Context: an optimization exercise on an open-source flow, tuned for small area, a short achievable clock period and few clock cycles. The choices shown serve that exercise and are no tape-out recipe.
Only simulation tests tie the RTL to the original design; equivalence was not proved.
No activity file was given, so power comes from the tool's default toggle rates.

**flow/design.v**
```verilog
module hpd_decoder (
    input  wire        clk,
    input  wire        rst,
    input  wire        tbl_we,
    input  wire [4:0]  tbl_addr,
    input  wire [15:0] tbl_code,
    input  wire [4:0]  tbl_len,
    input  wire [7:0]  tbl_op,
    input  wire        start,
    input  wire [15:0] total_bits,
    input  wire [4:0]  est_bits,
    input  wire [13:0] bail_terms,
    input  wire [13:0] bail_ops,
    output wire        idle,
    output reg         done,
    input  wire        in_valid,
    input  wire [7:0]  in_data,
    output wire        in_ready,
    output reg         op_valid,
    output wire [7:0]  op_data,
    input  wire        op_ready
);
    localparam NCODES = 32;
    reg [16:0] t_v  [0:NCODES-1];
    reg [7:0]  t_op [0:NCODES-1];
    reg run;
    assign idle = !run;
    wire        w_ok = (tbl_len != 5'd0) && (tbl_len <= 5'd16) &&
                       ((tbl_code >> tbl_len) == 16'd0);
    wire [16:0] w_sh = {tbl_code, 1'b1} << (5'd16 - tbl_len);
    wire [16:0] w_v  = w_ok ? w_sh : 17'd0;
    always @(posedge clk) begin
        if (tbl_we && idle) begin
            t_v[tbl_addr]  <= w_v;
            t_op[tbl_addr] <= tbl_op;
        end
    end
    reg [31:0] bb;           
    reg [5:0]  bcnt;         
    reg [15:0] mk;           
    reg        slow;         
    wire [15:0] win = bb[31:16];
    wire [15:0] w1  = win & mk;
    wire [15:0] w0  = ~win & mk;
    wire [NCODES-1:0] match;
    wire [15:0]       emask [0:NCODES-1];
    genvar gi, gb;
    generate
        for (gi = 0; gi < NCODES; gi = gi + 1) begin : g_ent
            wire [16:0] v = t_v[gi];
            wire [15:0] m;
            assign m[0] = v[0];
            for (gb = 1; gb < 16; gb = gb + 1) begin : g_pfx
                assign m[gb] = m[gb-1] | v[gb];
            end
            wire [15:0] ok = ~m | (v[16:1] & w1) | (~v[16:1] & w0);
            assign match[gi] = m[15] & (&ok);
            assign emask[gi] = m;
        end
    endgenerate
    reg [15:0] mmin;
    integer i;
    always @(*) begin
        mmin = 16'hFFFF;
        for (i = 0; i < NCODES; i = i + 1)
            mmin = mmin & (emask[i] | {16{~match[i]}});
    end
    wire [7:0] lv_op  [0:62];
    wire       lv_any [0:62];
    wire       lv_two [0:62];
    generate
        for (gi = 0; gi < NCODES; gi = gi + 1) begin : g_leaf
            assign lv_op[31 + gi]  = t_op[gi];
            assign lv_any[31 + gi] = match[gi];
            assign lv_two[31 + gi] = 1'b0;
        end
        for (gi = 30; gi >= 0; gi = gi - 1) begin : g_node
            wire a0 = lv_any[2*gi+1];
            wire a1 = lv_any[2*gi+2];
            assign lv_any[gi] = a0 | a1;
            assign lv_two[gi] = lv_two[2*gi+1] | lv_two[2*gi+2] | (a0 & a1);
            assign lv_op[gi]  = a0 ? lv_op[2*gi+1] : lv_op[2*gi+2];
        end
    endgenerate
    wire       any_m    = lv_any[0];
    wire       conflict = lv_two[0];
    wire [7:0] dec_op   = any_m ? lv_op[0] : 8'hFF;
    wire       dec_ff   = &dec_op;
    reg [16:0] rem;          
    reg [4:0]  p_est;
    reg [13:0] nops;
    reg [13:0] tleft;        
    reg [13:0] oleft;        
    reg        opass;        
    reg        stop;         
    reg [7:0]  op_reg;
    assign op_data = op_reg;
    wire out_free = !op_valid || op_ready;
    wire can_dec  = run && !stop && (bcnt >= 6'd16) && out_free;
    wire fire     = can_dec && (slow || !conflict);
    wire to_slow  = can_dec && !slow && conflict;
    assign in_ready = run && (bcnt <= 6'd24);
    wire take = in_ready && in_valid;
    wire [16:0] oh;
    assign oh[0] = !fire;
    generate
        for (gi = 1; gi < 16; gi = gi + 1) begin : g_oh
            assign oh[gi] = fire && mmin[16-gi] && !mmin[15-gi];
        end
    endgenerate
    assign oh[16] = fire && mmin[0];
    reg [4:0] sh;
    integer k;
    always @(*) begin
        sh = 5'd0;
        for (k = 1; k < 17; k = k + 1)
            if (oh[k]) sh = sh | k[4:0];
    end
    wire [31:0] bfill  = take ? (bb | ({in_data, 24'd0} >> bcnt)) : bb;
    reg  [31:0] bnext;
    integer j;
    always @(*) begin
        bnext = 32'd0;
        for (k = 0; k < 17; k = k + 1)
            for (j = 0; j < 32; j = j + 1)
                if (j >= k) bnext[j] = bnext[j] | (oh[k] & bfill[j-k]);
    end
    wire [5:0]  cnext = bcnt + (take ? 6'd8 : 6'd0) - {1'b0, sh};
    wire [16:0] rem_n   = rem - {12'd0, p_est};
    wire        bud_end = rem_n[16] || (rem_n == 17'd0);
    wire [13:0] nops_n  = nops + 14'd1;
    wire        t_zero  = (tleft == 14'd0);
    wire        t_one   = (tleft == 14'd1);
    wire        opass_n = opass || (oleft == 14'd0);
    wire        bail_n  = opass_n && (t_zero || (t_one && dec_ff));
    always @(posedge clk) begin
        if (rst) begin
            run      <= 1'b0;
            done     <= 1'b0;
            op_valid <= 1'b0;
            slow     <= 1'b0;
            mk       <= 16'hFFFF;
        end else begin
            done <= 1'b0;
            if (op_valid && op_ready) op_valid <= 1'b0;
            if (!run) begin
                if (start) begin
                    run   <= 1'b1;
                    slow  <= 1'b0;
                    mk    <= 16'hFFFF;
                end
            end else begin
                if (fire) begin
                    op_valid <= 1'b1;
                    slow     <= 1'b0;
                    mk       <= 16'hFFFF;
                end else if (to_slow) begin
                    slow     <= 1'b1;
                    mk       <= mmin;
                end
                if (stop && !op_valid) begin
                    run  <= 1'b0;
                    done <= 1'b1;
                end else if (stop && op_valid && op_ready) begin
                    run  <= 1'b0;
                    done <= 1'b1;
                end
            end
        end
    end
    always @(posedge clk) begin
        if (!run) begin
            if (start) begin
                rem   <= {1'b0, total_bits};
                p_est <= est_bits;
                nops  <= 14'd0;
                tleft <= bail_terms;
                oleft <= bail_ops;
                opass <= 1'b0;
                stop  <= (total_bits == 16'd0);
                bb    <= 32'd0;
                bcnt  <= 6'd0;
            end
        end else begin
            bb   <= bnext;
            bcnt <= cnext;
            if (fire) begin
                op_reg <= dec_op;
                rem    <= rem_n;
                nops   <= nops_n;
                if (dec_ff && !t_zero) tleft <= tleft - 14'd1;
                if (oleft != 14'd0) oleft <= oleft - 14'd1;
                opass  <= opass_n;
                stop   <= bud_end || nops_n[13] || bail_n;
            end
        end
    end
endmodule
```
**flow/run.sh**
```bash
#!/bin/bash
# synth_recipe.tcl (not shown) runs the flow's synth.tcl, then flattens the netlist and writes it again
# the make line also repeats each setting of config.mk as NAME=value (left out here)
make -C /OpenROAD-flow-scripts/flow DESIGN_CONFIG=/design/flow/config.mk WORK_HOME=/design/flow/orfs CLKGATE_MAP_FILE= SYNTH_SCRIPT=/design/flow/synth_recipe.tcl finish
```
**flow/config.mk**
```make
export PLATFORM = sky130hd
export DESIGN_NAME = hpd_decoder
export DESIGN_NICKNAME = hpd_decoder
export VERILOG_FILES = /design/flow/design.v
export SDC_FILE = /design/flow/constraint.sdc
export NUM_CORES = 4
export LEC_CHECK = 0
export CAP_MARGIN = 20
export CORE_MARGIN = 2
export CORE_UTILIZATION = 40
export PLACE_DENSITY = 0.6
export SLEW_MARGIN = 20
```
**flow/constraint.sdc**
```tcl
create_clock -name core_clock -period 8.0 [get_ports {clk}]
set_input_delay 1.6000 -clock core_clock [delete_from_list [all_inputs] [get_ports {clk}]]
set_output_delay 1.6000 -clock core_clock [all_outputs]
set_load 0.01 [all_outputs]
```
==> impl_metrics.env <==
export IMPL_drtIter0Drc=10100
export IMPL_synth_cells=5280
export IMPL_area_growth_pct=15.4
export IMPL_finish_net_count=5648
export IMPL_cts_setup_buffers=0
export IMPL_clock_power_share=0.336
export IMPL_max_freq_ghz=0.129
export IMPL_switching_share=0.361
export IMPL_top_layer="met5"
export IMPL_first_pass_iters=10
export IMPL_hold_path_class="reg -> reg"
export IMPL_dieArea_sq_um=142000
export IMPL_cts_buffers=106
export IMPL_setup_viol=0
export IMPL_worstSkewPairLatency_ns=0.81
export IMPL_synth_warning_count=1
export IMPL_drv_cap=0
export IMPL_synth_edf_count=912
export IMPL_ys_ff_latch=932
export IMPL_synthTopCellsByArea="edfxtp_1 49%, xnor2_1 6.8%, nand2_1 2.9%, nor2_1 2.7%, a21oi_1 2.7%"
export IMPL_largest_register_ffs=544
export IMPL_final_common_cell="edfxtp_1"
export IMPL_layout_common_cells="912 x edfxtp_1, 431 x xnor2_1, 429 x nand2_1"
export IMPL_cts_tree="yes"
export IMPL_cts_buffer_depth=3
export IMPL_start_util=0.403
export IMPL_grt_max_degree=61
export IMPL_cts_resized=0
export IMPL_yosysTopAreaCellShare=0.494
export IMPL_syn_avg_cell_area_sq_um=10.5
export IMPL_path_delay_family="compound AO/OA/AOI/OAI gates"
export IMPL_antenna_found_initial=31
export IMPL_htreeDepth=3
export IMPL_synthDistinctLibCells=130
export IMPL_worstSetupPathType="reg -> reg"
export IMPL_crit_fanout=10
export IMPL_skew_ns=0.0723
export IMPL_path_buf_inv=2
export IMPL_async_reset_ff_frac=0
export IMPL_grt_pass1_wl_mm=390
export IMPL_slowest_stage="nand2b_1"
export IMPL_critPathLaunchType="flop"
export IMPL_routed_via_count=52800
export IMPL_power_density_nw_per_um2=238
export IMPL_ys_seq_area_frac=0.501
export IMPL_wl_per_cell_microns=38.7
export IMPL_slew_viol_final=0
export IMPL_switching_power_mw=5.50
export IMPL_via_per_inst=7.09
export IMPL_core_area_sq_um=137000
export IMPL_cts_num_sinks=932
export IMPL_first_global_vias=48100
export IMPL_ir_worst_vdd_v=0.000201
export IMPL_cts_root_buf="clkbuf_16"
export IMPL_wl_met3_mm=41.5
export IMPL_place_area_sq_um=60400
export IMPL_layout_min_cycle_time_ns=7.75
export IMPL_yosys_area_top_type="edfxtp_1"
export IMPL_gp_congestion=1.14
export IMPL_path_cells="nand2b_1, nor2_1, o21a_1, a211oi_2, nor3_4, a32oi_1, o2111ai_1, a2111oi_1, buf_4, a211oi_2, nor4_1, a41oi_1, fa_1, inv_1, ha_1, a21o_1, a21oi_1, xnor2_1, nor2_1"
export IMPL_finalHoldViolCount=0
export IMPL_synthesis_area_sq_um=55500
export IMPL_crit_required_ns=8.54
export IMPL_hpwl_mm=206
export IMPL_dieHeight_microns=376
export IMPL_die_w_microns=376
export IMPL_p_int_mw=9.72
export IMPL_top_regs="t_v: 544 flops, t_op: 256 flops, bb: 32 flops"
export IMPL_endpoint_kind="flop"
export IMPL_port_buffers=108
export IMPL_ios=109
export IMPL_combPwrFrac=0.293
export IMPL_dr_wl_met2_mm=116
export IMPL_cpPeakStageDelay_ns=0.91
export IMPL_num_rows=136
export IMPL_ant_nets=0
export IMPL_outcome="finished clean"
export IMPL_maxSlewHeadroom=0.125
export IMPL_worst_pin_slew_ns=1.30
export IMPL_syn_nets=5399
export IMPL_period_share=0.969
export IMPL_routed_wl_mm=288
export IMPL_clkSlewWorstSetupHoldPaths_ns=0.06
export IMPL_cts_hold_buf=0
export IMPL_drive_gt1_frac=0.131
export IMPL_cp_arrival_ns=8.29
export IMPL_grtUsageTotal=0.396
export IMPL_max_flop_register="t_v"
export IMPL_met1_length_mm=104
export IMPL_drc_errors=0
export IMPL_p_leak_nw=22.5
export IMPL_fin_area_sq_um=64000
export IMPL_seq_power_share=0.370
export IMPL_synth_flop_cell="edfxtp_1"
export IMPL_rsz0062_at_grt="false"
export IMPL_grt_overflow=0
export IMPL_tns_ns=0
[routing by layer]
metal / global-route usage / vias up
met4: 0.280 / 24
met5: 0 / -
li1: - / 21100
met1: 0.511 / 25600
met3: 0.130 / 1290
met2: 0.556 / 4690
[worst reg2reg max path: stages (launching register included)]
cell       delay (ns)
edfxtp_1         0.82
nand2b_1         0.91
nor2_1           0.08
o21a_1           0.15
a211oi_2         0.45
nor3_4           0.19
a32oi_1          0.82
o2111ai_1        0.79
a2111oi_1        0.83
buf_4            0.26
a211oi_2         0.10
nor4_1           0.41
a41oi_1          0.24
fa_1             0.54
inv_1            0.05
ha_1             0.29
a21o_1           0.18
a21oi_1          0.17
xnor2_1          0.15
nor2_1           0.05
[layout make-up]
cell class / count / area (sq um)
Clock inverter: 69 / 828
Multi-Input combinational cell: 3928 / 26200
Fill cell: 12800 / 73500
Timing Repair Buffer: 425 / 3610
Sequential cell: 932 / 27800
Clock buffer: 126 / 2750
Tap cell: 1794 / 2240
Antenna cell: 26 / 65.1
Inverter: 136 / 513
[worst paths after layout]
| path | startpoint | endpoint | slack (ns) | cells past startpoint |
|---|---|---|---|---|
| min reg2reg | op_valid | op_valid | 0.58 | 2 |
| min | op_valid | op_valid | 0.58 | 2 |
| max | bb[30] | bcnt[5] | 0.25 | 19 |
| max reg2reg | bb[30] | bcnt[5] | 0.25 | 19 |
[cell usage after synthesis (20+ instances only)]
| master | number |
|---|---|
| inv_1 | 130 |
| a21boi_0 | 38 |
| or4_1 | 40 |
| nor4_1 | 175 |
| or3_1 | 52 |
| o211ai_1 | 46 |
| a221oi_1 | 35 |
| edfxtp_1 | 912 |
| buf_1 | 27 |
| and2_1 | 51 |
| xor2_1 | 103 |
| nor2_1 | 400 |
| a2111oi_0 | 38 |
| clkbuf_1 | 133 |
| dfxtp_1 | 20 |
| nor2b_1 | 21 |
| nand3b_1 | 24 |
| a32oi_1 | 39 |
| a22oi_1 | 97 |
| a211oi_1 | 49 |
| o31ai_1 | 49 |
| mux2i_1 | 52 |
| o21ai_0 | 148 |
| and3_1 | 33 |
| a222oi_1 | 55 |
| buf_2 | 74 |
| or2_2 | 21 |
| o221ai_1 | 22 |
| nand4_1 | 104 |
| a21o_1 | 38 |
| o2111ai_1 | 34 |
| nand2_1 | 429 |
| nand3_1 | 174 |
| xnor2_1 | 431 |
| nor3_1 | 215 |
| o22ai_1 | 75 |
| nand2b_1 | 67 |
| nor4_2 | 24 |
| buf_4 | 38 |
| a21oi_1 | 299 |
| mux2_2 | 30 |
| a31oi_1 | 62 |
[per-stage QoR]
| stage | setup WS [ns] | cells | hold WS (ns) | power, mW | utilization |
|---|---|---|---|---|---|
| 2_1_floorplan | 2.25 | 5280 | 0.417 | 7.98 | - |
| 3_3_place_gp | 0.792 | 7214 | 0.574 | 9.90 | 0.439 |
| 3_5_place_dp | 0.740 | 7215 | 0.563 | 9.90 | 0.439 |
| 4_1_cts | 0.697 | 7410 | 0.597 | 14.9 | 0.465 |
| 5_1_grt | 0.318 | 7410 | 0.611 | 15.4 | 0.465 |
| 6_report | 0.249 | 7436 | 0.584 | 15.2 | 0.466 |
[power groups by stage]
| stage | logic, mW | clock network [mW] | registers [mW] |
|---|---|---|---|
| floorplan | 2.38 | 0 | 5.61 |
| global route | 4.51 | 5.30 | 5.64 |
| global placement | 4.18 | 0 | 5.72 |
| CTS | 4.19 | 5.11 | 5.63 |
| detailed placement | 4.17 | 0 | 5.73 |
| finish | 4.47 | 5.11 | 5.64 |
[logic make-up after synthesis]
group	count (synthesis)	share of synthesized area
simple gates	1943	0.186
fa+ha+maj	25	0.00591
flops	932	0.501
compound gates	1343	0.173
mux	83	0.0159
xor+xnor	534	0.0843
buf+inv	420	0.0343
Testbench counts, summed over its fixed seeds: cycles 124,523.

[port drivers added, routing unchanged]
The flow's constraints put no driver on any port. The routed layout listed below was extracted and timed again, unchanged, in two steps. Step 1: set_driving_cell puts a clkbuf_16 on clk and a buf_2 on each other input, an assumption about the parent block. Step 2 times the ports against the registers' clock, not the clock port: input delays grow and output delays shrink by t, the midpoint of the rising clock arrivals with the driver on. Slacks: ideal ports / drivers / drivers and shift; pairs: ideal ports / drivers.
t, ns: 0.859
setup WS [ns]: 0.249 / 0.249 / 0.249
hold WS [ns]: 0.584 / 0.584 / 0.584
cell pins on the clock port's net: 1
After both steps this run still meets setup and hold. The setup slack of this run moves by 0.000 ns with the drivers and by 0.000 ns with both steps.
